Source: an optimization exercise on an open RTL-to-GDS flow (aim: small area, a short achievable clock period and few clock cycles). Production flows keep margins and buffers that such runs may drop.
Only simulation tests tie the RTL to the original design; equivalence was not proved.
Power is estimated from default activity; no workload was simulated.

**flow/design.v**
```verilog
module ia_alu (
    input  wire [2:0] op,
    input  wire [7:0] a,       
    input  wire [7:0] x,       
    output reg  [7:0] r,
    output wire       c,
    output wire       v,
    output reg        z,
    output wire       n
);
    wire       sub = op[0];
    wire [7:0] y   = sub ? ~x : x;
    wire [8:0] s   = {1'b0, a} + {1'b0, y} + {8'd0, sub};
    wire       x0  = (x == 8'h00);
    wire       x80 = (x == 8'h80);
    assign c = s[8] & ~(sub & x0);
    assign v = (sub & x80) ? a[7] : ((a[7] == y[7]) && (s[7] != a[7]));
    wire [7:0] ax   = a ^ x;
    wire [7:0] aox  = a | x;
    wire       zadd = ~ax[0] && (ax[7:1] == aox[6:0]);
    always @(*) begin
        case (op)
            3'd0: begin r = s[7:0]; z = zadd; end
            3'd1: begin r = s[7:0]; z = (a == x); end
            3'd2: begin r = a & x;  z = ((a & x) == 8'h00); end
            3'd3: begin r = a | x;  z = (aox == 8'h00); end
            3'd4: begin r = a ^ x;  z = (ax == 8'h00); end
            default: begin r = ~a;  z = (a == 8'hff); end
        endcase
    end
    assign n = r[7];
endmodule
module ia_mem (
    input  wire       clk,
    input  wire       we,
    input  wire [5:0] waddr,
    input  wire [7:0] wdata,
    input  wire [5:0] raddr,
    output wire [7:0] rdata
);
    reg [7:0] mem [0:63];
    always @(posedge clk)
        if (we) mem[waddr] <= wdata;
    assign rdata = mem[raddr];
endmodule
module ia_cpu (
    input  wire       clk,
    input  wire       rst,           
    input  wire       load_we,       
    input  wire [7:0] load_addr,     
    input  wire [7:0] load_data,
    output wire [7:0] mem_rdata,     
    input  wire       start,         
    output wire       halted,
    output wire       fault,
    output wire [7:0] acc,
    output wire [7:0] pc,
    output wire [3:0] status,        
    output wire       out_valid,
    output wire [7:0] out_data,
    input  wire       out_ready,
    input  wire       in_valid,
    input  wire [7:0] in_data,
    output wire       in_ready
);
    localparam [1:0] S_IDLE = 2'd0, S_RUN = 2'd1, S_HALT = 2'd2;
    localparam [1:0] C_M = 2'd0, C_I = 2'd1, C_O = 2'd2;
    reg [1:0]  run;
    reg        fault_r;
    reg [1:0]  cyc;          
    reg [7:0]  pc_r;         
    reg [7:0]  acc_r;
    reg [3:0]  st;           
    reg [13:0] ir;           
    reg        irv;          
    reg [13:0] ib;           
    reg        ibv;          
    reg [3:0]  oop;          
    reg        oload;        
    reg [5:0]  ra0, ra1, ra2, ra3;   
    reg [1:0]  wsel;         
    reg [1:0]  osel;         
    reg        pfj;          
    reg        pw_v;         
    reg [7:0]  pw_a, pw_d;
    wire running = (run == S_RUN);
    wire cm = (cyc == C_M);
    wire ci = (cyc == C_I);
    wire co = (cyc == C_O);
    wire [5:0] rd0 = running ? ra0 : load_addr[7:2];
    wire [5:0] rd1 = running ? ra1 : load_addr[7:2];
    wire [5:0] rd2 = running ? ra2 : load_addr[7:2];
    wire [5:0] rd3 = running ? ra3 : load_addr[7:2];
    wire [7:0] q0, q1, q2, q3;
    ia_mem u_b0 (.clk(clk), .we(pw_v && pw_a[1:0] == 2'd0), .waddr(pw_a[7:2]), .wdata(pw_d), .raddr(rd0), .rdata(q0));
    ia_mem u_b1 (.clk(clk), .we(pw_v && pw_a[1:0] == 2'd1), .waddr(pw_a[7:2]), .wdata(pw_d), .raddr(rd1), .rdata(q1));
    ia_mem u_b2 (.clk(clk), .we(pw_v && pw_a[1:0] == 2'd2), .waddr(pw_a[7:2]), .wdata(pw_d), .raddr(rd2), .rdata(q2));
    ia_mem u_b3 (.clk(clk), .we(pw_v && pw_a[1:0] == 2'd3), .waddr(pw_a[7:2]), .wdata(pw_d), .raddr(rd3), .rdata(q3));
    function [7:0] pick(input [1:0] s, input [7:0] a0, input [7:0] a1, input [7:0] a2, input [7:0] a3);
        case (s)
            2'd0: pick = a0;
            2'd1: pick = a1;
            2'd2: pick = a2;
            default: pick = a3;
        endcase
    endfunction
    wire [7:0] wb0 = pick(wsel,        q0, q1, q2, q3);
    wire [7:0] wb1 = pick(wsel + 2'd1, q0, q1, q2, q3);
    wire [7:0] wb2 = pick(wsel + 2'd2, q0, q1, q2, q3);
    wire [7:0] wb3 = pick(wsel + 2'd3, q0, q1, q2, q3);
    wire [7:0] ob  = pick(running ? osel : load_addr[1:0], q0, q1, q2, q3);
    assign mem_rdata = ob;
    reg [5:0] ra_w;
    always @(*) begin
        case (pw_a[1:0])
            2'd0: ra_w = ra0;
            2'd1: ra_w = ra1;
            2'd2: ra_w = ra2;
            default: ra_w = ra3;
        endcase
    end
    wire [7:0] pc_r1  = pc_r + 8'd1;
    wire rd_haz = pw_v && (ra_w == pw_a[7:2]);                     
    wire [7:0] pc_r2  = pc_r + 8'd2;
    wire [7:0] pc_r3  = pc_r + 8'd3;
    wire ir_haz = pw_v && ci && (pw_a == pc_r || pw_a == pc_r1 ||   
                                 (ibv && !pfj && (pw_a == pc_r2 || pw_a == pc_r3)));
    wire hold   = rd_haz || ir_haz;                                
    wire [13:0] mi   = {wb0, wb1[5:0]};
    wire [3:0]  op   = cm ? mi[13:10] : (ci ? ir[13:10] : oop);
    wire [1:0]  md   = cm ? mi[9:8]   : (ci ? ir[9:8]   : 2'b00);
    wire [7:0]  opnd = cm ? mi[7:0]   : ir[7:0];
    wire no_opnd  = (op == 4'd5) || (op >= 4'd13);
    wire bad      = !co && md[1];
    wire ind      = !co && md[0] && !no_opnd;    
    wire is_alu   = (op <= 4'd5);
    wire is_read  = (op == 4'd6);
    wire is_write = (op == 4'd7);
    wire is_goto  = (op == 4'd8);
    wire is_br    = (op >= 4'd9) && (op <= 4'd12);
    wire is_out   = (op == 4'd13);
    wire is_in    = (op == 4'd14);
    wire is_end   = (op == 4'd15);
    wire [1:0] br_sel   = op[1:0] - 2'd1;    
    wire       br_taken = st[br_sel];
    wire to_o = !bad && ((cm && (ind || is_read)) ||
                         (ci && ind && is_read) ||
                         (co && is_read && !oload));
    wire [7:0] x = (cm || (ci && !ind)) ? opnd : ob;
    wire ld   = !bad && !to_o && is_read;      
    wire done = !bad && !to_o;                 
    wire stall = (is_out && !out_ready) || (is_in && !in_valid);
    wire [7:0] alu_r;
    wire       alu_c, alu_v, alu_z, alu_n;
    ia_alu u_alu (.op(op[2:0]), .a(acc_r), .x(x),
                  .r(alu_r), .c(alu_c), .v(alu_v), .z(alu_z), .n(alu_n));
    wire [7:0] seq  = co ? pc_r : pc_r + 8'd2;      
    wire       jump = done && (is_goto || (is_br && br_taken));
    wire        usesop  = ci && (ind || is_read);
    wire        h0_ok   = !usesop || !(osel == wsel || osel == wsel + 2'd1);
    wire        h1_ok   = !usesop ||  (osel == wsel || osel == wsel + 2'd1);
    wire [13:0] h0      = {wb0, wb1[5:0]};
    wire [13:0] h1      = {wb2, wb3[5:0]};
    wire        from_ib = ci && !pfj && ibv;
    wire [13:0] ir_new  = cm ? h1 : (ci ? (from_ib ? ib : h0) : ir);
    wire        ir_ok   = cm ? !jump :
                          (ci ? ((pfj == jump) && (from_ib || h0_ok)) : (irv && !jump));
    wire [13:0] ib_new  = ci ? (from_ib ? h0 : h1) : ib;
    wire        ib_ok   = ci ? (from_ib ? h0_ok : h1_ok) : (co && ibv);
    wire [3:0] nop      = ir_new[13:10];
    wire       n_noop   = (nop == 4'd5) || (nop >= 4'd13);
    wire       n_useop  = !ir_new[9] && ((ir_new[8] && !n_noop) || nop == 4'd6);
    wire [7:0] na       = ir_new[7:0];
    wire [1:0] nbsel    = nop[1:0] - 2'd1;
    wire       n_pfj    = (ir_new[9:8] == 2'b00) &&
                          ((nop == 4'd8) || ((nop >= 4'd9) && (nop <= 4'd12) && st[nbsel]));
    function [23:0] win(input [7:0] t);
        reg [5:0] i0, i1;
        begin
            i0 = t[7:2];
            i1 = t[7:2] + 6'd1;
            win = {(t[1:0] > 2'd3) ? i1 : i0,        
                   (t[1:0] > 2'd2) ? i1 : i0,        
                   (t[1:0] > 2'd1) ? i1 : i0,        
                   (t[1:0] > 2'd0) ? i1 : i0};       
        end
    endfunction
    wire [7:0]  t_m   = jump ? x : seq;
    wire [7:0]  t_b   = (ci && pfj) ? ir[7:0] : seq;
    wire [7:0]  t_f   = ib_ok ? t_b + 8'd4 : t_b + 8'd2;
    wire [7:0]  t_i   = n_pfj ? na : t_f;
    wire [23:0] win_m = win(t_m);
    wire [23:0] win_i = win(t_i);
    wire [7:0] oa = cm ? opnd : ob;
    wire cpu_we = running && !hold && !stall && done && is_write;
    always @(posedge clk) begin
        if (rst) begin
            run     <= S_IDLE;
            fault_r <= 1'b0;
            cyc     <= C_M;
            pc_r    <= 8'd0;
            acc_r   <= 8'd0;
            st      <= 4'd0;
            ra0 <= 6'd0; ra1 <= 6'd0; ra2 <= 6'd0; ra3 <= 6'd0;
            wsel    <= 2'd0;
            osel    <= 2'd0;
            pw_v    <= 1'b0;
        end else begin
            pw_v <= cpu_we || ((run == S_IDLE) && load_we);
            pw_a <= running ? x : load_addr;
            pw_d <= running ? acc_r : load_data;
            if (run == S_IDLE) begin
                if (start) begin
                    run  <= S_RUN;
                    cyc  <= C_M;
                    ra0 <= 6'd0; ra1 <= 6'd0; ra2 <= 6'd0; ra3 <= 6'd0;
                    wsel <= 2'd0;
                end
            end else if (running && ir_haz) begin
                cyc  <= C_M;
                wsel <= pc_r[1:0];
                {ra3, ra2, ra1, ra0} <= win(pc_r);
            end else if (running && !rd_haz && !stall) begin
                if (bad) begin
                    run     <= S_HALT;
                    fault_r <= 1'b1;
                    pc_r    <= seq;
                end else if (done && is_end) begin
                    run     <= S_HALT;
                    pc_r    <= seq;
                end else begin
                    if (done && is_alu) begin
                        acc_r <= alu_r;
                        if (op[2:1] == 2'b00) st <= {alu_c, alu_v, alu_n, alu_z};
                        else                  st[1:0] <= {alu_n, alu_z};
                    end
                    if (done && is_in) acc_r <= in_data;
                    if (ld) acc_r <= ob;
                    ir  <= ir_new;
                    irv <= ir_ok;
                    ib  <= ib_new;
                    ibv <= ib_ok;
                    if (to_o) begin
                        cyc   <= C_O;
                        pc_r  <= seq;
                        oop   <= op;
                        oload <= cm ? !ind : 1'b1;
                        osel  <= oa[1:0];
                        ra0 <= oa[7:2]; ra1 <= oa[7:2]; ra2 <= oa[7:2]; ra3 <= oa[7:2];
                    end else if (!ir_ok) begin
                        cyc   <= C_M;
                        pc_r  <= t_m;
                        wsel  <= t_m[1:0];
                        {ra3, ra2, ra1, ra0} <= win_m;
                    end else begin
                        cyc   <= C_I;
                        pc_r  <= t_m;
                        pfj   <= n_pfj;
                        wsel  <= t_i[1:0];
                        osel  <= na[1:0];
                        ra0 <= (n_useop && na[1:0] == 2'd0) ? na[7:2] : win_i[5:0];
                        ra1 <= (n_useop && na[1:0] == 2'd1) ? na[7:2] : win_i[11:6];
                        ra2 <= (n_useop && na[1:0] == 2'd2) ? na[7:2] : win_i[17:12];
                        ra3 <= (n_useop && na[1:0] == 2'd3) ? na[7:2] : win_i[23:18];
                    end
                end
            end
        end
    end
    wire go = running && !hold;
    assign halted    = (run == S_HALT);
    assign fault     = fault_r;
    assign acc       = acc_r;
    assign pc        = pc_r;
    assign status    = st;
    assign out_valid = go && ((cm && mi[13:9] == 5'b11010) || (ci && ir[13:9] == 5'b11010));
    assign out_data  = acc_r;
    assign in_ready  = go && ((cm && mi[13:9] == 5'b11100) || (ci && ir[13:9] == 5'b11100));
endmodule
```
**flow/flow/run.sh**
```bash
#!/bin/bash
# The standard layout, with the port buffers made from sky130 buf_4 cells
# (which timing repair may then resize) instead of the flow's default pick.
set -euo pipefail
export BUFFER_PORTS_ARGS="-buffer_cell sky130_fd_sc_hd__buf_4"
bash standard.sh synth > synth.log 2>&1
bash standard.sh floorplan > floorplan.log 2>&1
bash standard.sh place > place.log 2>&1
bash standard.sh cts > cts.log 2>&1
bash standard.sh finish > finish.log 2>&1
```
**flow/standard.sh**
```bash
#!/bin/bash
# synth_recipe.tcl (not shown) runs the flow's synth.tcl, then flattens the netlist and writes it again
# the make line also repeats each setting of config.mk as NAME=value (left out here)
make -C /OpenROAD-flow-scripts/flow DESIGN_CONFIG=/design/flow/config.mk WORK_HOME=/design/flow/orfs CLKGATE_MAP_FILE= SYNTH_SCRIPT=/design/flow/synth_recipe.tcl "${@:-finish}"
```
**flow/config.mk**
```make
export PLATFORM = sky130hd
export DESIGN_NAME = ia_cpu
export DESIGN_NICKNAME = ia_cpu
export VERILOG_FILES = /design/flow/design.v
export SDC_FILE = /design/flow/constraint.sdc
export NUM_CORES = 4
export LEC_CHECK = 0
export CAP_MARGIN = 20
export CORE_MARGIN = 2
export CORE_UTILIZATION = 70
export PLACE_DENSITY = 0.75
export SETUP_SLACK_MARGIN = 3.0
export SLEW_MARGIN = 20
export SYNTH_HIERARCHICAL = 1
export TNS_END_PERCENT = 5
```
**flow/constraint.sdc**
```tcl
create_clock -name core_clock -period 8.0 [get_ports {clk}]
set_input_delay 1.6000 -clock core_clock [delete_from_list [all_inputs] [get_ports {clk}]]
set_output_delay 1.6000 -clock core_clock [all_outputs]
set_load 0.01 [all_outputs]
```
==> qor.csv, run 1 <==
metric;value;unit
DRT Pass-1 Iters;10;
layout check faults;max-capacitance violations;
Die Y;367.2;µm
vias per cell;7.616;
IO buf count;69;
clock latency (worst-skew pair);0.88;ns
PwrDens;383.5;nW/µm²
Post-synth EDFFs;2100;
Routed WL per cell;37.87;µm
setup slack after layout;0.2758;ns
Max VDD drop;0.3336;mV
core area;131100;µm²
status;complete, but fails checks;
Final nets;5831;
Req. time, crit path;6.40;ns
Peak Freq;0.1295;GHz
GR Overflow Total;0;
Synth Net Count;5339;
Levels on crit path;15;
post-synthesis cell area;92340;µm²
Rows;133;
Area growth syn-to-layout;14.78;%
CTS Buffer Depth;3;
vias in the first global route;56420;
Yosys warnings;9;
CP max-delay cell;nor4_1;
antenna violations before repair;3;
setup TNS;0;ns
largest net degree at the start of global routing;194;
Top delay family on crit path;simple AND/OR/NAND/NOR gates;
skew final;0.05068;ns
global-route wire length before repair;403.7;mm
fin crit period;7.724;ns
critical path class;primary input to primary output;
worst hold slack;0.5397;ns
commonest non-fill, non-tap cell in the layout;edfxtp_1;
Final Hold Fails;0;
Synth Area per Inst;17.54;µm²
Reg2Reg Depth;31;
cell accounting for the most synthesized area;edfxtp_1;
fraction of registers with async set/reset;0;%
leak pwr;0.03457;µW
CP arrival;6.12;ns
Synth area leaders;edfxtp_1 68%, mux4_2 12%, nor2_1 1.9%, mux4_1 1.3%, nand2_1 1.2%;
Synth cell types;119;
initial drt markers;10830;
Worst Tran Pin Value;1.488;ns
Hold WC Path Type;register to register;
startpoint types;primary input;
Hold Path Stages;2;
Synth top area share;68.29;%
R2R Setup Slk;0.41;ns
H-Tree Depth;4;
#FFs+latches synth;2154;
Num CTS Buffers;202;
reg2reg start;run[0]$_SDFFE_PP0P_;
Post-DRT Antenna Nets;0;
slew margin rel.;-0.1224;%
die width;367.2;µm
Worst Path Buf+Inv;3;
Max Slew Vio Count;1;
Gate Count Post-Synth;5263;
Main synth FF type;edfxtp_1;
Clock transition at path regs;0.07;ns
Setup crit end;out_valid;
Detailed Route WL;291.4;mm
RSZ-0062 raised after global routing;true;
reg2reg end;acc_r[6]$_SDFFE_PP0P_;
share of cells above drive strength 1;28.18;%
dpl ws;-0.2350;ns
CP cell instances;buf_4 -> nand2_2 -> nand2_2 -> buf_4 -> nand2_1 -> a2111oi_0 -> nor4_1 -> o221ai_2 -> o21ai_4 -> nor2b_1 -> a21oi_2 -> nand3_4 -> nor3_2 -> o21a_2 -> buf_6;
gr usage total;42.06;%
CP Max Fanout;8;
Max-Cap Viols;1;
final setup vio count;0;
Total Power;40650;µW
die area;134800;µm²
Crit path largest cell delay;1.15;ns
TritonCTS clock tree;built;
# IOs;70;
final worst-path cycle share;96.55;%
Root Buffer;clkbuf_16;
sequential area share after synthesis;69.46;%
drt drc;0;
Vias;58590;
Sink Count;2154;
initial core utilization;70.42;%
crit end category;primary output;
dpl hpwl;162.5;mm
GP Congestion;1.027;
fillers;6241;
Critical Path Source;load_addr[5];
most frequent cells in the layout;2100 x edfxtp_1, 492 x mux4_2, 489 x buf_4, 463 x nor2_1, 278 x nand2_1;
## worst min-delay path: stages, from the launching register on
cell,delay [ns]
dfxtp_1,0.36
nand2_1,0.07
a31oi_1,0.06
## per-module statistics from Yosys (local to each module, per instance)
module,cells inside,area (µm²),flops+latches,copies in the design
ia_mem,944,20100,512,4
ia_cpu,1284,10460,106,1
ia_alu,203,1479,0,1
## cell usage after synthesis, drive strengths merged, types with 26 or more instances
master	instances
o22ai	74
mux2i	112
nand2b	49
nor2	476
a21oi	120
xor2	44
nand2	307
a22oi	42
xnor2	58
o211ai	27
nor2b	94
nand3	80
mux4	530
o21ai	120
dfxtp	54
a31oi	26
nor3	50
a211oi	48
clkbuf	98
inv	63
mux2	77
buf	197
edfxtp	2100
ha	45
o221ai	43
## sequential cells by signal, indices dropped and copies added (netlist names), 2 cells and up
register	flops
st	4
oop	4
u_b2.mem	512
pc_r	8
acc_r	8
ra0	6
ra2	6
pw_d	8
ra3	6
wsel	2
ib	14
u_b3.mem	512
u_b1.mem	512
osel	2
ir	14
cyc	2
ra1	6
run	2
u_b0.mem	512
pw_a	8
## metal layers
layer | vias to the layer above | routed length (µm) | track usage, %
met5 | - | 28 | 0.03561
met4 | 4 | 18040 | 18.61
met3 | 1273 | 41370 | 12.66
met2 | 6014 | 135400 | 64.81
met1 | 29000 | 96530 | 56.56
li1 | 22300 | - | -
## power by group
group          internal [µW]  total (µW)  leakage (µW)  switching [µW]
Clock                   5410        9850       0.00324            4440
Sequential             13100       13400        0.0194             356
Combinational           6940       17400        0.0119           10400
Total                  25400       40700        0.0346           15200
## stage by stage
| step | area (µm²) | utilization [%] | instances |
|---|---|---|---|
| 4_1_cts | 105100 | 80.14 | 7642 |
| 5_1_grt | 106000 | 80.82 | 7689 |
| 6_report | 106000 | 80.83 | 7693 |
| 2_1_floorplan | 92530 | - | 5263 |
| 3_3_place_gp | 96790 | 73.81 | 7179 |
| 3_5_place_dp | 96790 | 73.81 | 7179 |
## cells by family (layout without fill, tap and decap cells)
family,Yosys count,after routing,synth area share (%)
muxes,719,719,15.28
adders and majority gates,46,46,0.6314
and+or+nand+nor,1203,1210,6.068
buffers and inverters,363,1027,2.305
other,0,4,0
xor gates and xnor gates,102,102,0.9675
DFF,2154,2154,69.46
AOI/OAI and AO/OA,676,676,5.289
## repair_timing
action                     CTS  global route
buffers inserted            66            42
gates cloned                14             3
hold buffers                 0             0
gates resized for setup    179            68
setup endpoints to repair  131           113
pin swaps                   38            47
## worst min path at each step
stage                              from                   to
floorplan           ra2[0]$_SDFFE_PP0P_  ra2[0]$_SDFFE_PP0P_
global placement    ra0[1]$_SDFFE_PP0P_  ra0[1]$_SDFFE_PP0P_
detailed placement  ra2[2]$_SDFFE_PP0P_  ra2[2]$_SDFFE_PP0P_
CTS                 ra2[2]$_SDFFE_PP0P_  ra2[2]$_SDFFE_PP0P_
global route        ra2[0]$_SDFFE_PP0P_  ra2[0]$_SDFFE_PP0P_
finish              ra2[3]$_SDFFE_PP0P_  ra2[3]$_SDFFE_PP0P_
## cell type report
cell class                      count  area (µm²)  area share (%)
Sequential cell                  2154       64150           60.53
Timing Repair Buffer              576        5391           5.087
Clock inverter                    137        1364           1.287
Tap cell                         1755        2196           2.072
Clock buffer                      246        5284           4.985
Multi-Input combinational cell   2753       27310           25.77
Inverter                           68       281.5          0.2656
Antenna cell                        4       10.01        0.009444
Testbench counts, summed over its fixed seeds: cycles 42,656.
==> run 2: changes to the inputs <==
--- a/flow/config.mk
+++ b/flow/config.mk
@@ -7,8 +7,8 @@
 export LEC_CHECK = 0
 export CAP_MARGIN = 20
 export CORE_MARGIN = 2
-export CORE_UTILIZATION = 70
-export PLACE_DENSITY = 0.75
+export CORE_UTILIZATION = 60
+export PLACE_DENSITY = 0.68
 export SETUP_SLACK_MARGIN = 3.0
 export SLEW_MARGIN = 20
 export SYNTH_HIERARCHICAL = 1
==> run 2 against run 1 <==
  * Now clean on timing, DRC and antenna
  * Critical path depth up 13
  * Global-route usage down 10 points
  * Worst setup slack better by 1.0 ns
  * Via count down 9.2%
  * Design area up 0.14%
  * Clock skew down 0.0011 ns
  * Core utilization down 11 points
  * Combinational power down 4%
  * Clock-buffer cell count up 19
  * Largest cell class unchanged
  * Highest routed layer unchanged
==> qor.csv, run 2 <==
metric;value;unit;change
status;finished clean;;
Die Y;396.3;µm;+7.9%
area of the multi-input gates;27490;µm²;+0.65%
largest net degree at the start of global routing;178;;-8.2%
Hold WC Path Type;register to register;;
sequential area share after synthesis;69.46;%;unchanged
startpoint types;primary input;;
cell accounting for the most synthesized area;edfxtp_1;;
Peak Freq;0.1496;GHz;+16%
CP max-delay cell;nor4_1;;
Synth top area share;68.29;%;unchanged
finished layout cell area;106100;µm²;+0.14%
most frequent cells in the layout;2100 x edfxtp_1, 493 x mux4_2, 462 x nor2_1, 411 x buf_4, 277 x nand2_1;;
global-route wire length before repair;363.3;mm;-10%
core area;152400;µm²;+16%
initial core utilization;60.57;%;-9.8 points
Max VDD drop;0.4392;mV;+32%
slew margin rel.;14.29;%;+14 points
Vias;53190;;-9.2%
Clock transition at path regs;0.06;ns;about the same
Post-synth EDFFs;2100;;unchanged
final worst-path cycle share;83.57;%;-13 points
Post-synth top cells;2100 x edfxtp_1, 486 x mux4_2, 471 x nor2_1;;
vias per cell;6.733;;-12%
initial drt markers;6887;;-36%
Gate Count Post-Synth;5263;;unchanged
CTS Buffer Depth;3;;unchanged
TritonCTS clock tree;built;;
Final Hold Fails;0;;unchanged
crit end category;register;;
gr usage total;32.04;%;-10 points
Yosys warnings;9;;unchanged
Area growth syn-to-layout;14.94;%;
CP Max Fanout;15;;+7
Synth Net Count;5339;;unchanged
Main synth FF type;edfxtp_1;;
commonest non-fill, non-tap cell in the layout;edfxtp_1;;
Max-Cap Viols;0;;-1
final cell count without fillers;7900;;+2.7%
skew final;0.04958;ns;-0.001094 ns
fillers;9820;;+57%
GR Overflow Total;0;;unchanged
Final nets;5770;;-1.0%
Ant. Diodes;0;;-4
# IOs;70;;unchanged
Req. time, crit path;8.71;ns;+2.31 ns
Root Buffer;clkbuf_16;;
Synth Area per Inst;17.54;µm²;unchanged
die width;396.3;µm;+7.9%
setup slack after layout;1.314;ns;+1.038 ns
Worst Tran Pin Value;1.286;ns;-0.2024 ns
most common cell in the netlist;edfxtp_1;;
die area;157100;µm²;+16%
antenna violations before repair;4;;+1
final setup vio count;0;;unchanged
Register Area;64150;µm²;about the same
critical path class;primary input to register;;
GP Congestion;1.006;;-2.0%
post-synthesis cell area;92340;µm²;unchanged
Placed Instances;7391;;+3.0%
Detailed Route WL;250.1;mm;-14%
fin util;69.62;%;-11 points
Cell Area, Placed;96520;µm²;-0.28%
dpl ws;-0.1236;ns;+0.1114 ns
Synth cell types;119;;unchanged
leak pwr;0.03433;µW;-0.67%
drt drc;0;;unchanged
share of cells above drive strength 1;27.70;%;-0.48 points
Synth area leaders;edfxtp_1 68%, mux4_2 12%, nor2_1 1.9%, mux4_1 1.3%, nand2_1 1.2%;;
Crit path largest cell delay;0.48;ns;-0.67 ns
CP arrival;7.40;ns;+1.28 ns
CTS Hold Buffers Added;0;;unchanged
fraction of registers with async set/reset;0;%;unchanged
Post-DRT Antenna Nets;0;;unchanged
Routed WL per cell;31.66;µm;-16%
vias in the first global route;52030;;-7.8%
Max Slew Vio Count;0;;-1
Num CTS Buffers;212;;+5.0%
dpl hpwl;160.1;mm;-1.4%
H-Tree Depth;4;;unchanged
IO buf count;69;;unchanged
Rows;143;;+7.5%
clock latency (worst-skew pair);0.86;ns;-0.02 ns
PwrDens;376.1;nW/µm²;-1.9%
RSZ-0062 raised after global routing;true;;
fin crit period;6.686;ns;-1.038 ns
Sink Count;2154;;unchanged
DRT Pass-1 Iters;10;;unchanged
#FFs+latches synth;2154;;unchanged
-- run 2: layout make-up --
class / instances / share of cell area [%]
clock buffer: 265 / 5.343
clock inverter: 125 / 1.180
inverter: 68 / 0.2711
multi-input combinational: 2756 / 25.90
sequential: 2154 / 60.44
tap: 2030 / 2.393
timing repair buffer: 502 / 4.472
-- run 2: metal layers --
| metal | routed length [µm] | vias to the layer above | global-route usage [%] |
|---|---|---|---|
| met5 | 27 | - | 0 |
| li1 | - | 22190 | - |
| met2 | 114300 | 3112 | 47.93 |
| met1 | 100400 | 27410 | 47.44 |
| met3 | 27660 | 479 | 7.877 |
| met4 | 7729 | 4 | 9.560 |
-- run 2: timing repair --
item / CTS / global route
resized for setup: 231 / 60
cloned: 21 / 0
buffers inserted: 77 / 20
setup endpoints to repair: 128 / 113
pin swaps: 65 / 40
-- run 2: path summary, 6_finish.rpt --
path                       start               endpoint  slack, ns  cells past startpoint
min reg2reg  ra2[3]$_SDFFE_PP0P_    ra2[3]$_SDFFE_PP0P_       0.52                      2
min          ra2[3]$_SDFFE_PP0P_    ra2[3]$_SDFFE_PP0P_       0.52                      2
max                 load_addr[5]  acc_r[7]$_SDFFE_PP0P_       1.31                     28
max reg2reg  run[1]$_SDFFE_PP0P_  acc_r[7]$_SDFFE_PP0P_       1.38                     30
-- run 2: power by group --
| part | switching, µW | internal [µW] |
|---|---|---|
| clock network | 4230 | 5660 |
| registers | 234 | 13100 |
| logic | 10100 | 6670 |
-- run 2: worst max-delay path: cells and delay by family --
kind / cells / cell delay, ns
compound gates: 12 / 2.76
simple gates: 6 / 1.32
buf+inv: 5 / 0.82
mux: 3 / 0.38
fa+ha+maj: 1 / 0.35
xor+xnor: 1 / 0.15
-- run 2: cell families after synthesis --
group	Yosys count	share of synthesized area [%]
muxes	719	15.28
DFF	2154	69.46
AOI/OAI and AO/OA	676	5.289
and+or+nand+nor	1203	6.068
buffers and inverters	363	2.305
xor gates and xnor gates	102	0.9675
adders and majority gates	46	0.6314
-- run 2: metrics by stage --
step	total power, µW	setup TNS [ns]	hold WS (ns)
after detailed placement	28080	-0.2361	0.5115
after CTS	39120	0	0.5174
after floorplan	22870	0	0.4395
after global placement	28080	-0.01841	0.4992
final	39920	0	0.5196
after global routing	41180	0	0.5598
-- run 2: modules after synthesis, one instance, submodules excluded --
module / flip-flops and latches / area [µm²] / cells / times used
ia_mem: 512 / 20100 / 944 / 4
ia_cpu: 106 / 10460 / 1284 / 1
ia_alu: 0 / 1479 / 203 / 1
==> run 3: changes to the inputs <==
==> flow/flow/run.sh (replaced) <==
#!/bin/bash
# The standard layout, with the port buffers made from sky130 buf_4 cells
# (which timing repair may then resize) instead of the flow's default pick,
# and timing repair after clock-tree synthesis and global routing aiming for
# 2.5 ns of setup slack on every violating endpoint.
set -euo pipefail
export BUFFER_PORTS_ARGS="-buffer_cell sky130_fd_sc_hd__buf_4"
bash standard.sh synth > synth.log 2>&1
bash standard.sh floorplan > floorplan.log 2>&1
bash standard.sh place > place.log 2>&1
export SETUP_SLACK_MARGIN=2.5
export TNS_END_PERCENT=100
bash standard.sh cts > cts.log 2>&1
bash standard.sh finish > finish.log 2>&1
--- a/flow/config.mk
+++ b/flow/config.mk
@@ -7,9 +7,7 @@
 export LEC_CHECK = 0
 export CAP_MARGIN = 20
 export CORE_MARGIN = 2
-export CORE_UTILIZATION = 60
-export PLACE_DENSITY = 0.68
-export SETUP_SLACK_MARGIN = 3.0
+export CORE_UTILIZATION = 55
+export PLACE_DENSITY = 0.65
 export SLEW_MARGIN = 20
 export SYNTH_HIERARCHICAL = 1
-export TNS_END_PERCENT = 5
==> run 3 against run 2 <==
  * Flip-flop and latch count is the same
  * Clock skew shrank 0.026 ns
  * Power grew 6.6%
  * Global-route usage shrank 2.2 points
  * Worst setup slack lost 0.052 ns
  * Synthesized cell count is the same
  * Sequential power is essentially flat
  * Critical path type unchanged
==> qor.csv, run 3 <==
metric;value;unit;change
status;finished clean;;
Top delay family on crit path;compound AO/OA/AOI/OAI gates;;
setup TNS;0;ns;unchanged
simple-gate area share of the yosys netlist;6.068;%;unchanged
adder-cell share of the synthesized area;0.6314;%;unchanged
Vias;53630;;+0.83%
Main synth FF type;edfxtp_1;;
combinational family with the most area after synthesis;multiplexers;;
Final Hold Fails;0;;unchanged
Max VDD drop;0.4554;mV;+3.7%
share of cells above drive strength 1;32.72;%;+5.0 points
Max-Cap Viols;0;;unchanged
sequential area share after synthesis;69.46;%;unchanged
most common cell in the netlist;edfxtp_1;;
most frequent cells in the layout;2100 x edfxtp_1, 521 x buf_4, 494 x mux4_2, 443 x nor2_1, 264 x nand2_1;;
CP max-delay cell;mux4_2;;
Rows;150;;+4.9%
gr usage total;29.88;%;-2.2 points
skew final;0.02349;ns;-0.02609 ns
Worst Path Buf+Inv;9;;+4
final worst-path cycle share;84.23;%;+0.65 points
GP Congestion;0.9781;;-2.7%
Crit path largest cell delay;0.52;ns;+0.04 ns
drt drc;0;;unchanged
Post-synth top cells;2100 x edfxtp_1, 486 x mux4_2, 471 x nor2_1;;
final setup vio count;0;;unchanged
Post-DRT Antenna Nets;0;;unchanged
largest net degree at the start of global routing;208;;+17%
PwrDens;389.0;nW/µm²;+3.4%
Num CTS Buffers;211;;-0.47%
Synth Area per Inst;17.54;µm²;unchanged
IO buf count;69;;unchanged
Synth Net Count;5339;;unchanged
CTS Hold Buffers Added;0;;unchanged
Peak Freq;0.1484;GHz;-0.77%
Synth top area share;68.29;%;unchanged
worst hold slack;0.5223;ns;+0.002687 ns
GR Overflow Total;0;;unchanged
initial core utilization;55.28;%;-5.3 points
Clock transition at path regs;0.06;ns;about the same
Req. time, crit path;8.75;ns;+0.04 ns
fraction of registers with async set/reset;0;%;unchanged
#FFs+latches synth;2154;;unchanged
TritonCTS clock tree;built;;
Synth cell types;119;;unchanged
Final nets;5982;;+3.7%
Placed Instances;7635;;+3.3%
Root Buffer;clkbuf_16;;
fillers;11480;;+17%
Hold WC Path Type;register to register;;
Max Slew Vio Count;0;;unchanged
Gate Count Post-Synth;5263;;unchanged
critical path class;primary input to register;;
slew margin rel.;22.08;%;+7.8 points
CP arrival;7.49;ns;+0.09 ns
global-route wire length before repair;367.6;mm;+1.2%
clock latency (worst-skew pair);0.86;ns;about the same
core area;167000;µm²;+9.6%
vias per cell;6.475;;-3.8%
Post-synth EDFFs;2100;;unchanged
Die Y;413.7;µm;+4.4%
finished layout cell area;109400;µm²;+3.1%
Synth Area in XOR/XNOR;0.9675;%;unchanged
CP Max Fanout;8;;-7
die width;413.7;µm;+4.4%
die area;171200;µm²;+9.0%
fin crit period;6.738;ns;+0.05208 ns
CTS Buffer Depth;3;;unchanged
final cell count without fillers;8283;;+4.8%
initial drt markers;7040;;+2.2%
Yosys warnings;9;;unchanged
Worst Tran Pin Value;1.166;ns;-0.1194 ns
commonest non-fill, non-tap cell in the layout;edfxtp_1;;
dpl hpwl;162.8;mm;+1.7%
Synth Area in Compound Gates;5.289;%;unchanged
leak pwr;0.03571;µW;+4.0%
Detailed Route WL;255.9;mm;+2.3%
# IOs;70;;unchanged
Cell Area, Placed;97320;µm²;+0.83%
Routed WL per cell;30.90;µm;-2.4%
Total Power;42560;µW;+6.6%
crit end category;register;;
Synth area leaders;edfxtp_1 68%, mux4_2 12%, nor2_1 1.9%, mux4_1 1.3%, nand2_1 1.2%;;
antenna violations before repair;2;;-2
H-Tree Depth;4;;unchanged
Sink Count;2154;;unchanged
DRT Pass-1 Iters;12;;+2
startpoint types;primary input;;
Area growth syn-to-layout;18.50;%;
cell accounting for the most synthesized area;edfxtp_1;;
vias in the first global route;52080;;+0.098%
cell mode on critical path;buf_6;;
post-synthesis cell area;92340;µm²;unchanged
RSZ-0062 raised after global routing;true;;
mux share of post-synthesis cell area;15.28;%;unchanged
## run 3: area by class of cell
cell class	count	area (µm²)	area share, %
Inverter	68	302.8	0.2767
Clock buffer	264	5592	5.110
Sequential cell	2154	64150	58.63
Timing Repair Buffer	722	7166	6.549
Tap cell	2204	2758	2.520
Antenna cell	1	2.502	0.002287
Multi-Input combinational cell	2749	28320	25.88
Clock inverter	121	1135	1.037
## run 3: through the flow
| stage | setup WS, ns | utilization [%] |
|---|---|---|
| after floorplan | 0.8563 | - |
| after global placement | -0.1799 | 58.26 |
| after detailed placement | -0.2282 | 58.27 |
| after CTS | 1.405 | 64.58 |
| after global routing | 1.123 | 65.51 |
| final | 1.262 | 65.51 |
## run 3: what timing repair did
item / 4_1_cts / 5_1_grt
setup endpoints to repair: 115 / 103
pin swaps: 162 / 116
buffers inserted: 148 / 94
cloned: 16 / 2
gates resized for setup: 487 / 182
## run 3: cell families (layout without fill, tap and decap cells)
kind of cell	after synthesis	count (layout)
AOI/OAI and AO/OA	676	676
DFF	2154	2154
and+or+nand+nor	1203	1206
muxes	719	719
other	0	1
adders and majority gates	46	46
buffers and inverters	363	1175
xor gates and xnor gates	102	102
## run 3: modules after synthesis, one instance, submodules excluded
module / cell area [µm²] / flip-flops and latches / cells
ia_mem: 20100 / 512 / 944
ia_alu: 1479 / 0 / 203
ia_cpu: 10460 / 106 / 1284
## run 3: worst paths after layout
kind	from	to	slack [ns]	cells past startpoint
max reg2reg	run[1]$_SDFFE_PP0P_	ra1[5]$_SDFFE_PP0P_	1.34	30
min reg2reg	ra1[5]$_SDFFE_PP0P_	ra1[5]$_SDFFE_PP0P_	0.52	1
max	load_addr[2]	ra1[5]$_SDFFE_PP0P_	1.26	29
min	ra1[5]$_SDFFE_PP0P_	ra1[5]$_SDFFE_PP0P_	0.52	1
## run 3: report_power, final
part           switching (µW)  internal, µW
registers                 252         13100
clock network            4210          5520
logic                   11000          8520
## run 3: routing by layer
metal	routed length [µm]	GRT usage, %	part of all wire, %
met1	103300	42.64	40
met2	118400	45.59	46
met3	22400	5.734	8.8
met4	11850	12.54	4.6
met5	12	0	0.0047
==> run 4: changes to the inputs <==
--- a/flow/design.v
+++ b/flow/design.v
@@ -84,13 +84,15 @@
     reg        pw_v;         
     reg [7:0]  pw_a, pw_d;
     wire running = (run == S_RUN);
+    wire halt_now = running && (cyc == C_I) && !pw_v && (ir[9] || ir[13:10] == 4'd15);
+    wire cpu_rd   = running && !halt_now;
     wire cm = (cyc == C_M);
     wire ci = (cyc == C_I);
     wire co = (cyc == C_O);
-    wire [5:0] rd0 = running ? ra0 : load_addr[7:2];
-    wire [5:0] rd1 = running ? ra1 : load_addr[7:2];
-    wire [5:0] rd2 = running ? ra2 : load_addr[7:2];
-    wire [5:0] rd3 = running ? ra3 : load_addr[7:2];
+    wire [5:0] rd0 = cpu_rd ? ra0 : load_addr[7:2];
+    wire [5:0] rd1 = cpu_rd ? ra1 : load_addr[7:2];
+    wire [5:0] rd2 = cpu_rd ? ra2 : load_addr[7:2];
+    wire [5:0] rd3 = cpu_rd ? ra3 : load_addr[7:2];
     wire [7:0] q0, q1, q2, q3;
     ia_mem u_b0 (.clk(clk), .we(pw_v && pw_a[1:0] == 2'd0), .waddr(pw_a[7:2]), .wdata(pw_d), .raddr(rd0), .rdata(q0));
     ia_mem u_b1 (.clk(clk), .we(pw_v && pw_a[1:0] == 2'd1), .waddr(pw_a[7:2]), .wdata(pw_d), .raddr(rd1), .rdata(q1));
@@ -108,7 +110,7 @@
     wire [7:0] wb1 = pick(wsel + 2'd1, q0, q1, q2, q3);
     wire [7:0] wb2 = pick(wsel + 2'd2, q0, q1, q2, q3);
     wire [7:0] wb3 = pick(wsel + 2'd3, q0, q1, q2, q3);
-    wire [7:0] ob  = pick(running ? osel : load_addr[1:0], q0, q1, q2, q3);
+    wire [7:0] ob  = pick(cpu_rd ? osel : load_addr[1:0], q0, q1, q2, q3);
     assign mem_rdata = ob;
     reg [5:0] ra_w;
     always @(*) begin
@@ -268,10 +270,10 @@
         end
     end
     wire go = running && !hold;
-    assign halted    = (run == S_HALT);
-    assign fault     = fault_r;
+    assign halted    = (run == S_HALT) || halt_now;
+    assign fault     = fault_r || (halt_now && ir[9]);
     assign acc       = acc_r;
-    assign pc        = pc_r;
+    assign pc        = halt_now ? pc_r + 8'd2 : pc_r;
     assign status    = st;
     assign out_valid = go && ((cm && mi[13:9] == 5'b11010) || (ci && ir[13:9] == 5'b11010));
     assign out_data  = acc_r;
==> flow/run.sh (new file) <==
#!/bin/bash
# synth_recipe.tcl (not shown) runs the flow's synth.tcl, then flattens the netlist and writes it again
# the make line also repeats each setting of config.mk as NAME=value (left out here)
make -C /OpenROAD-flow-scripts/flow DESIGN_CONFIG=/design/flow/config.mk WORK_HOME=/design/flow/orfs CLKGATE_MAP_FILE= SYNTH_SCRIPT=/design/flow/synth_recipe.tcl finish
--- a/flow/config.mk
+++ b/flow/config.mk
@@ -9,5 +9,7 @@
 export CORE_MARGIN = 2
 export CORE_UTILIZATION = 55
 export PLACE_DENSITY = 0.65
+export SETUP_SLACK_MARGIN = 2.0
 export SLEW_MARGIN = 20
 export SYNTH_HIERARCHICAL = 1
+export TNS_END_PERCENT = 5
removed: flow/flow/run.sh
removed: flow/standard.sh
==> run 4 against run 3 <==
  * Clock-buffer cell count decreased by 10
  * Critical path type is now register to register
  * Final cell count increased by 3.1%
  * Non-clock buffer count increased by 222
  * Global-route usage up 0.092 points
  * Core utilization rose by 0.097 points
  * Largest cell class unchanged
  * Synthesized area is essentially flat
  * Flip-flop and latch count unchanged
  * Sequential share of layout area barely moved
==> qor.csv, run 4 <==
metric;value;unit;change
status;finished clean;;
Synth top area share;68.31;%;about the same
Hold WC Path Type;register to register;;
Synth Area per Inst;17.35;µm²;-1.1%
final setup vio count;0;;unchanged
Synth Net Count;5396;;+1.1%
reg2reg end;ra0[3]$_SDFFE_PP0P_;;
Sink Count;2154;;unchanged
Post-synth top cells;2100 x edfxtp_1, 515 x mux4_2, 451 x nor2_1;;
reg2reg start;ir[13]$_DFFE_PP_;;
CP max-delay cell;mux4_2;;
sequential area share after synthesis;69.48;%;about the same
R2R Setup Slk;0.54;ns;-0.80 ns
Rows;150;;unchanged
most common cell in the netlist;edfxtp_1;;
final worst-path cycle share;93.31;%;+9.1 points
hold_sp;fault_r$_SDFFE_PP0P_;;
Gate Count Post-Synth;5320;;+1.1%
Vias;54350;;+1.3%
critical path class;register to register;;
Max Slew Vio Count;0;;unchanged
gr usage total;29.97;%;+0.092 points
core area;166800;µm²;-0.11%
Main synth FF type;edfxtp_1;;
dpl hpwl;168.8;mm;+3.7%
RSZ-0062 raised after global routing;true;;
leak pwr;0.03617;µW;+1.3%
initial core utilization;55.33;%;about the same
most frequent cells in the layout;2100 x edfxtp_1, 764 x buf_4, 515 x mux4_2, 442 x nor2_1, 269 x nand2_1;;
CP Max Fanout;8;;unchanged
Hold Path Stages;2;;+1
CP arrival;8.23;ns;+0.74 ns
skew final;0.04038;ns;+0.01689 ns
CTS Buffer Depth;3;;unchanged
initial drt markers;6664;;-5.3%
startpoint types;register;;
H-Tree Depth;4;;unchanged
Peak Freq;0.1340;GHz;-9.7%
GP Congestion;0.9811;;+0.31%
Top delay family on crit path;compound AO/OA/AOI/OAI gates;;
TritonCTS clock tree;built;;
commonest non-fill, non-tap cell in the layout;edfxtp_1;;
Final Hold Fails;0;;unchanged
# IOs;70;;unchanged
crit end category;register;;
global-route wire length before repair;370.4;mm;+0.76%
Crit path largest cell delay;0.52;ns;about the same
GR Overflow Total;0;;unchanged
vias per cell;6.362;;-1.7%
Post-DRT Antenna Nets;0;;unchanged
Post-synth EDFFs;2100;;unchanged
Synth area leaders;edfxtp_1 68%, mux4_2 13%, nor2_1 1.8%, mux2i_1 1.7%, nand2_1 1.2%;;
die area;171100;µm²;about the same
drt drc;0;;unchanged
fin crit period;7.465;ns;+0.7265 ns
Yosys warnings;9;;unchanged
share of cells above drive strength 1;31.40;%;-1.3 points
Max VDD drop;0.4249;mV;-6.7%
Routed WL per cell;29.86;µm;-3.4%
largest net degree at the start of global routing;179;;-14%
IO buf count;69;;unchanged
Final nets;6234;;+4.2%
CTS Hold Buffers Added;0;;unchanged
Root Buffer;clkbuf_16;;
cell accounting for the most synthesized area;edfxtp_1;;
fraction of registers with async set/reset;0;%;unchanged
Worst Tran Pin Value;1.151;ns;-0.01557 ns
clock latency (worst-skew pair);0.88;ns;+0.02 ns
Worst Path Buf+Inv;8;;-1
Clock transition at path regs;0.07;ns;about the same
die width;413.7;µm;about the same
vias in the first global route;53860;;+3.4%
Num CTS Buffers;213;;+0.95%
Area growth syn-to-layout;18.57;%;about the same
slew margin rel.;23.12;%;+1.0 points
PwrDens;404.4;nW/µm²;+4.0%
post-synthesis cell area;92320;µm²;about the same
Detailed Route WL;255.1;mm;-0.33%
worst hold slack;0.4901;ns;-0.03221 ns
WHS Endpoint;fault_r$_SDFFE_PP0P_;;
Reg2Reg Depth;29;;-3.3%
Die Y;413.7;µm;about the same
Total Power;44270;µW;+4.0%
#FFs+latches synth;2154;;unchanged
Max-Cap Viols;0;;unchanged
Synth cell types;110;;-7.6%
Req. time, crit path;8.76;ns;about the same
antenna violations before repair;0;;-2
DRT Pass-1 Iters;8;;-4
fin util;65.61;%;+0.097 points
-- run 4: cell count changes after synthesis, sizes merged, moves of 13 or more --
cell     previous run  this run
clkbuf             98       137
nor2b              94        80
nor2              476       453
mux2i             112       157
a221oi              7        31
a21oi             120        99
mux4              530       515
o22ai              74        48
nor3               50        66
a2111oi            25        12
inv                63        82
-- run 4: layer usage --
layer  global-route usage [%]  vias to the layer above  share of wire, %
met5                        0                        -                 0
li1                         -                    23320                 -
met4                    11.29                        0               3.8
met2                    45.88                     2459                46
met3                    5.495                      444               8.0
met1                    43.38                    28130                42
-- run 4: final cells by class --
cell class | instances | area, µm²
Sequential cell | 2154 | 64140
Fill cell | 11410 | 57390
Multi-Input combinational cell | 2762 | 27240
Timing Repair Buffer | 944 | 8283
Clock buffer | 254 | 5548
Tap cell | 2204 | 2758
Clock inverter | 140 | 1172
Inverter | 83 | 311.5
Antenna cell | 2 | 5.005
-- run 4: worst min-delay path, cell delays in order (launching register included) --
cell	delay, ns
dfxtp_1	0.33
a21oi_1	0.05
nor2_1	0.08
-- run 4: worst max path at each step --
stage | start | cells after the start | slack [ns] | to
floorplan | load_addr[2] | 28 | 0.73 | acc_r[6]$_SDFFE_PP0P_
global placement | load_addr[2] | 21 | -0.79 | in_ready
detailed placement | load_addr[2] | 21 | -0.85 | in_ready
CTS | ir[12]$_DFFE_PP_ | 33 | 0.67 | acc_r[6]$_SDFFE_PP0P_
global route | ir[13]$_DFFE_PP_ | 29 | 0.26 | ra0[3]$_SDFFE_PP0P_
finish | ir[13]$_DFFE_PP_ | 29 | 0.54 | ra0[3]$_SDFFE_PP0P_
-- run 4: modules after synthesis (local to each module, per instance) --
| module | area [µm²] | flops+latches | times used | cells inside |
|---|---|---|---|---|
| ia_mem | 20000 | 512 | 4 | 932 |
| ia_cpu | 10850 | 106 | 1 | 1389 |
| ia_alu | 1479 | 0 | 1 | 203 |
-- run 4: what timing repair did --
item,4_1_cts,5_1_grt
pin swaps,60,15
gates cloned,5,1
gates resized for setup,215,26
setup buffers,88,10
endpoints found under the setup margin,106,106
-- run 4: cells by family (layout without fill, tap and decap cells) --
kind of cell | count (synthesis) | in the layout | share of synthesized area, %
DFF | 2154 | 2154 | 69.48
and+or+nand+nor | 1171 | 1172 | 5.913
muxes | 757 | 757 | 15.32
AOI/OAI and AO/OA | 692 | 692 | 5.495
buffers and inverters | 405 | 1421 | 2.254
xor gates and xnor gates | 95 | 95 | 0.9013
adders and majority gates | 46 | 46 | 0.6316
other | 0 | 2 | 0
-- run 4: power by group --
| part | total [µW] | internal, µW | switching, µW |
|---|---|---|---|
| sequential | 13300 | 13000 | 284 |
| clock | 9670 | 5380 | 4290 |
| combinational | 21300 | 9550 | 11700 |
| total | 44300 | 28000 | 16300 |
-- run 4: through the flow --
stage	TNS [ns]	cells	instance area, µm²	worst slack (ns)
2_1_floorplan	0	5320	92600	0.7264
3_3_place_gp	-22.63	8043	100700	-0.7941
3_5_place_dp	-22.32	8043	100800	-0.8545
4_1_cts	0	8530	109200	0.6710
5_1_grt	0	8541	109500	0.2613
6_report	0	8543	109500	0.5355
Testbench counts of run 4, summed over its fixed seeds: cycles 42,487.
==> run 5: changes to the inputs <==
==> flow/flow/run.sh (new file) <==
#!/bin/bash
# The standard layout, step by step; timing repair after clock-tree synthesis
# and after global routing aims for 2.5 ns of setup slack on every violating
# endpoint (the floorplan and placement steps run with the default margin).
set -euo pipefail
bash standard.sh synth > synth.log 2>&1
bash standard.sh floorplan > floorplan.log 2>&1
bash standard.sh place > place.log 2>&1
export SETUP_SLACK_MARGIN=2.5
export TNS_END_PERCENT=100
bash standard.sh cts > cts.log 2>&1
bash standard.sh finish > finish.log 2>&1
==> flow/standard.sh (new file) <==
#!/bin/bash
# synth_recipe.tcl (not shown) runs the flow's synth.tcl, then flattens the netlist and writes it again
# the make line also repeats each setting of config.mk as NAME=value (left out here)
make -C /OpenROAD-flow-scripts/flow DESIGN_CONFIG=/design/flow/config.mk WORK_HOME=/design/flow/orfs CLKGATE_MAP_FILE= SYNTH_SCRIPT=/design/flow/synth_recipe.tcl "${@:-finish}"
--- a/flow/config.mk
+++ b/flow/config.mk
@@ -9,7 +9,5 @@
 export CORE_MARGIN = 2
 export CORE_UTILIZATION = 55
 export PLACE_DENSITY = 0.65
-export SETUP_SLACK_MARGIN = 2.0
 export SLEW_MARGIN = 20
 export SYNTH_HIERARCHICAL = 1
-export TNS_END_PERCENT = 5
removed: flow/run.sh
==> run 5 against run 4 <==
  * Still clean
  * Maximum frequency is 0.43% higher
  * Non-clock buffer count up 235
  * Core utilization grew 2.6 points
  * Global-route usage increased by 1.0 points
  * Clock power grew 2.5%
  * Design area up 4.0%
  * Power rose by 9.6%
  * Final cell count grew 2.7%
  * Clock-buffer cell count increased by 1
  * Critical path type unchanged
  * Critical endpoint is now ra0[1]$_SDFFE_PP0P_
==> qor.csv, run 5 <==
metric;value;unit;change
status;finished clean;;
GR Overflow Total;0;;unchanged
cell accounting for the most synthesized area;edfxtp_1;;
die area;171100;µm²;unchanged
clock network power share;20.4;%;-1.4 points
Die Y;413.7;µm;unchanged
Vias;56220;;+3.4%
Gate Count Post-Synth;5320;;unchanged
dpl hpwl;174.9;mm;+3.6%
PwrDens;426.4;nW/µm²;+5.4%
internal power;30630;µW;+9.5%
largest net degree at the start of global routing;185;;+3.4%
Peak Freq;0.1345;GHz;+0.43%
vias per cell;6.408;;+0.72%
CP max-delay cell;mux4_2;;
DRT Pass-1 Iters;8;;unchanged
Synth cell types;110;;unchanged
CP arrival;8.12;ns;-0.11 ns
die width;413.7;µm;unchanged
Root Buffer;clkbuf_16;;
Synth Net Count;5396;;unchanged
Comb pwr share;52.2;%;+4.1 points
Crit path largest cell delay;0.54;ns;+0.02 ns
Sink Count;2154;;unchanged
Main synth FF type;edfxtp_1;;
gr usage total;30.99;%;+1.0 points
Max VDD drop;0.3797;mV;-11%
WL met2;125.0;mm;+5.5%
Yosys warnings;9;;unchanged
final worst-path cycle share;92.91;%;-0.40 points
Hold WC Path Type;register to register;;
cell mode on critical path;buf_4;;
initial drt markers;7328;;+10%
CTS Buffer Depth;3;;unchanged
post-synthesis cell area;92320;µm²;unchanged
fillers;10880;;-4.7%
H-Tree Depth;4;;unchanged
area of the multi-input gates;28570;µm²;+4.9%
fin crit period;7.433;ns;-0.03197 ns
most common cell in the netlist;edfxtp_1;;
Max Slew Vio Count;0;;unchanged
commonest non-fill, non-tap cell in the layout;edfxtp_1;;
leak pwr;0.03807;µW;+5.3%
Detailed Route WL;268.1;mm;+5.1%
Register Area;64150;µm²;about the same
Synth area leaders;edfxtp_1 68%, mux4_2 13%, nor2_1 1.8%, mux2i_1 1.7%, nand2_1 1.2%;;
vias in the first global route;55250;;+2.6%
core area;166800;µm²;unchanged
Req. time, crit path;8.69;ns;-0.07 ns
Worst Tran Pin Value;1.087;ns;-0.06406 ns
critical path class;register to register;;
Net Switching;17900;µW;+9.8%
Routed WL per cell;30.55;µm;+2.3%
crit end category;register;;
sequential area share after synthesis;69.48;%;unchanged
drt drc;0;;unchanged
clock latency (worst-skew pair);0.87;ns;about the same
Synth top area share;68.31;%;unchanged
Clock transition at path regs;0.06;ns;about the same
global-route wire length before repair;381.6;mm;+3.0%
Rows;150;;unchanged
Max-Cap Viols;0;;unchanged
GP Congestion;0.9868;;+0.58%
skew final;0.03764;ns;-0.002745 ns
worst hold slack;0.4832;ns;-0.006849 ns
TritonCTS clock tree;built;;
Synth Area per Inst;17.35;µm²;unchanged
startpoint types;register;;
CP Max Fanout;6;;-2
RSZ-0062 raised after global routing;true;;
fin util;68.22;%;+2.6 points
IO buf count;69;;unchanged
# IOs;70;;unchanged
Post-DRT Antenna Nets;0;;unchanged
uppermost routed layer;met5;;
Final nets;6466;;+3.7%
Num CTS Buffers;211;;-0.94%
antenna violations before repair;6;;+6
Post-synth top cells;2100 x edfxtp_1, 515 x mux4_2, 451 x nor2_1;;
slew margin rel.;27.29;%;+4.2 points
Area growth syn-to-layout;23.30;%;
final setup vio count;0;;unchanged
share of cells above drive strength 1;36.74;%;+5.3 points
most frequent cells in the layout;2100 x edfxtp_1, 858 x buf_4, 515 x mux4_2, 416 x nor2_1, 255 x nand2_1;;
Final Hold Fails;0;;unchanged
#FFs+latches synth;2154;;unchanged
Sw Share;36.88;%;+0.058 points
Met3 Wirelength;24.73;mm;+22%
Seq pwr share;27.4;%;-2.7 points
Post-synth EDFFs;2100;;unchanged
fraction of registers with async set/reset;0;%;unchanged
DRT met1 WL;107.5;mm;+1.0%
initial core utilization;55.33;%;unchanged
run 5: cell counts after synthesis:
Identical to the previous run, type by type.
run 5: worst paths after layout:
path	from	to	slack (ns)	depth (start not counted)
min	fault_r$_SDFFE_PP0P_	fault_r$_SDFFE_PP0P_	0.48	2
max reg2reg	cyc[1]$_SDFFE_PP0P_	ra0[1]$_SDFFE_PP0P_	0.57	33
min reg2reg	fault_r$_SDFFE_PP0P_	fault_r$_SDFFE_PP0P_	0.48	2
max	cyc[1]$_SDFFE_PP0P_	ra0[1]$_SDFFE_PP0P_	0.57	33
run 5: power by group through the flow:
stage / registers, µW / clock network (µW) / logic [µW]
floorplan: 13700 / 0 / 10100
global placement: 13500 / 0 / 19500
detailed placement: 13500 / 0 / 19600
CTS: 13300 / 10000 / 21700
global route: 13300 / 10400 / 26400
finish: 13300 / 9910 / 25300
run 5: layout make-up:
class	instances	area share, %
Timing Repair Buffer	1179	9.764
Sequential cell	2154	56.36
Multi-Input combinational cell	2761	25.10
Clock inverter	135	1.123
Antenna cell	3	0.006595
Clock buffer	255	4.921
Inverter	83	0.3012
Tap cell	2204	2.423
run 5: per-layer routing:
metal | vias up | track usage, %
li1 | 23740 | -
met1 | 28950 | 44.56
met2 | 2988 | 47.57
met3 | 545 | 5.985
met4 | 2 | 11.61
met5 | - | 0
run 5: logic make-up (layout without fill, tap and decap cells):
kind of cell | count (synthesis) | in the layout | synth area share, %
simple gates | 1171 | 1171 | 5.913
other cells | 0 | 3 | 0
flops | 2154 | 2154 | 69.48
mux | 757 | 757 | 15.32
buf+inv | 405 | 1652 | 2.254
compound gates | 692 | 692 | 5.495
xor+xnor | 95 | 95 | 0.9013
fa+ha+maj | 46 | 46 | 0.6316
run 5: modules after synthesis (local to each module, per instance):
module / flip-flops and latches / area [µm²] / cells / copies in the design
ia_alu: 0 / 1479 / 203 / 1
ia_cpu: 106 / 10850 / 1389 / 1
ia_mem: 512 / 20000 / 932 / 4
run 5: metrics by stage:
stage                     setup TNS (ns)  setup WS, ns  cell area [µm²]  total power, µW  cells
after floorplan                        0        0.3250            92320            23810   5320
after global placement            -42.02        -1.209           101000            33050   8084
after detailed placement          -48.26        -1.304           101000            33110   8084
after CTS                              0        0.6730           110600            45020   8598
after global routing                   0        0.4119           113800            50110   8772
final                                  0        0.5675           113800            48530   8774
run 5: repair_timing:
action                     4_1_cts  5_1_grt
cloned                          12       10
setup endpoints to repair      122      117
hold endpoints to repair         0        0
buffers inserted               112      161
hold buffers                     0        0
resized for setup              346      402
pin swaps                       76      151
run 5: worst max-delay path: cells and delay by family (launching register included):
| kind | cells | cell delay (ns) |
|---|---|---|
| flip-flops | 1 | 0.35 |
| buffers and inverters | 9 | 1.49 |
| adder cells (fa/ha/maj) | 2 | 0.51 |
| AND/OR/NAND/NOR | 6 | 0.88 |
| multiplexers | 5 | 1.55 |
| AO/OA/AOI/OAI | 11 | 2.46 |

-- afterwards: timing with drivers on the ports --
The flow's constraints put no driver on any port. The routed layouts listed below were extracted and timed again, unchanged, in two steps.
Step 1 assumes that a clkbuf_16 drives the clock port and a buf_2 every other input.
Step 2 also shifts input and output timing later by t, the mid clock arrival at the registers, as if the neighbouring blocks saw the same clock.
Slacks: ideal / step 1 / step 2; pairs: ideal / step 1.
run | t (ns) | setup slack, ns | worst hold slack (ns) | latest minus earliest clock arrival (ns) | worst register clock-pin slew, ns
run 1 | 0.928 | 0.276 / 0.246 / -0.563 | 0.540 / 0.540 / 0.540 | 0.055 / 0.055 | 0.08 / 0.08
run 2 | 0.921 | 1.314 / 1.265 / 0.444 | 0.520 / 0.520 / 0.520 | 0.050 / 0.050 | 0.07 / 0.07
run 3 | 0.944 | 1.262 / 1.312 / 0.368 | 0.522 / 0.522 / 0.522 | 0.025 / 0.025 | 0.07 / 0.07
run 4 | 0.942 | 0.535 / 0.535 / -0.272 | 0.490 / 0.490 / 0.490 | 0.041 / 0.041 | 0.07 / 0.07
run 5 | 0.936 | 0.567 / 0.568 / -0.271 | 0.483 / 0.483 / 0.483 | 0.038 / 0.037 | 0.07 / 0.07
The setup slack of run 3, which loses most, moves by +0.050 ns with the drivers and by -0.894 ns with both steps.
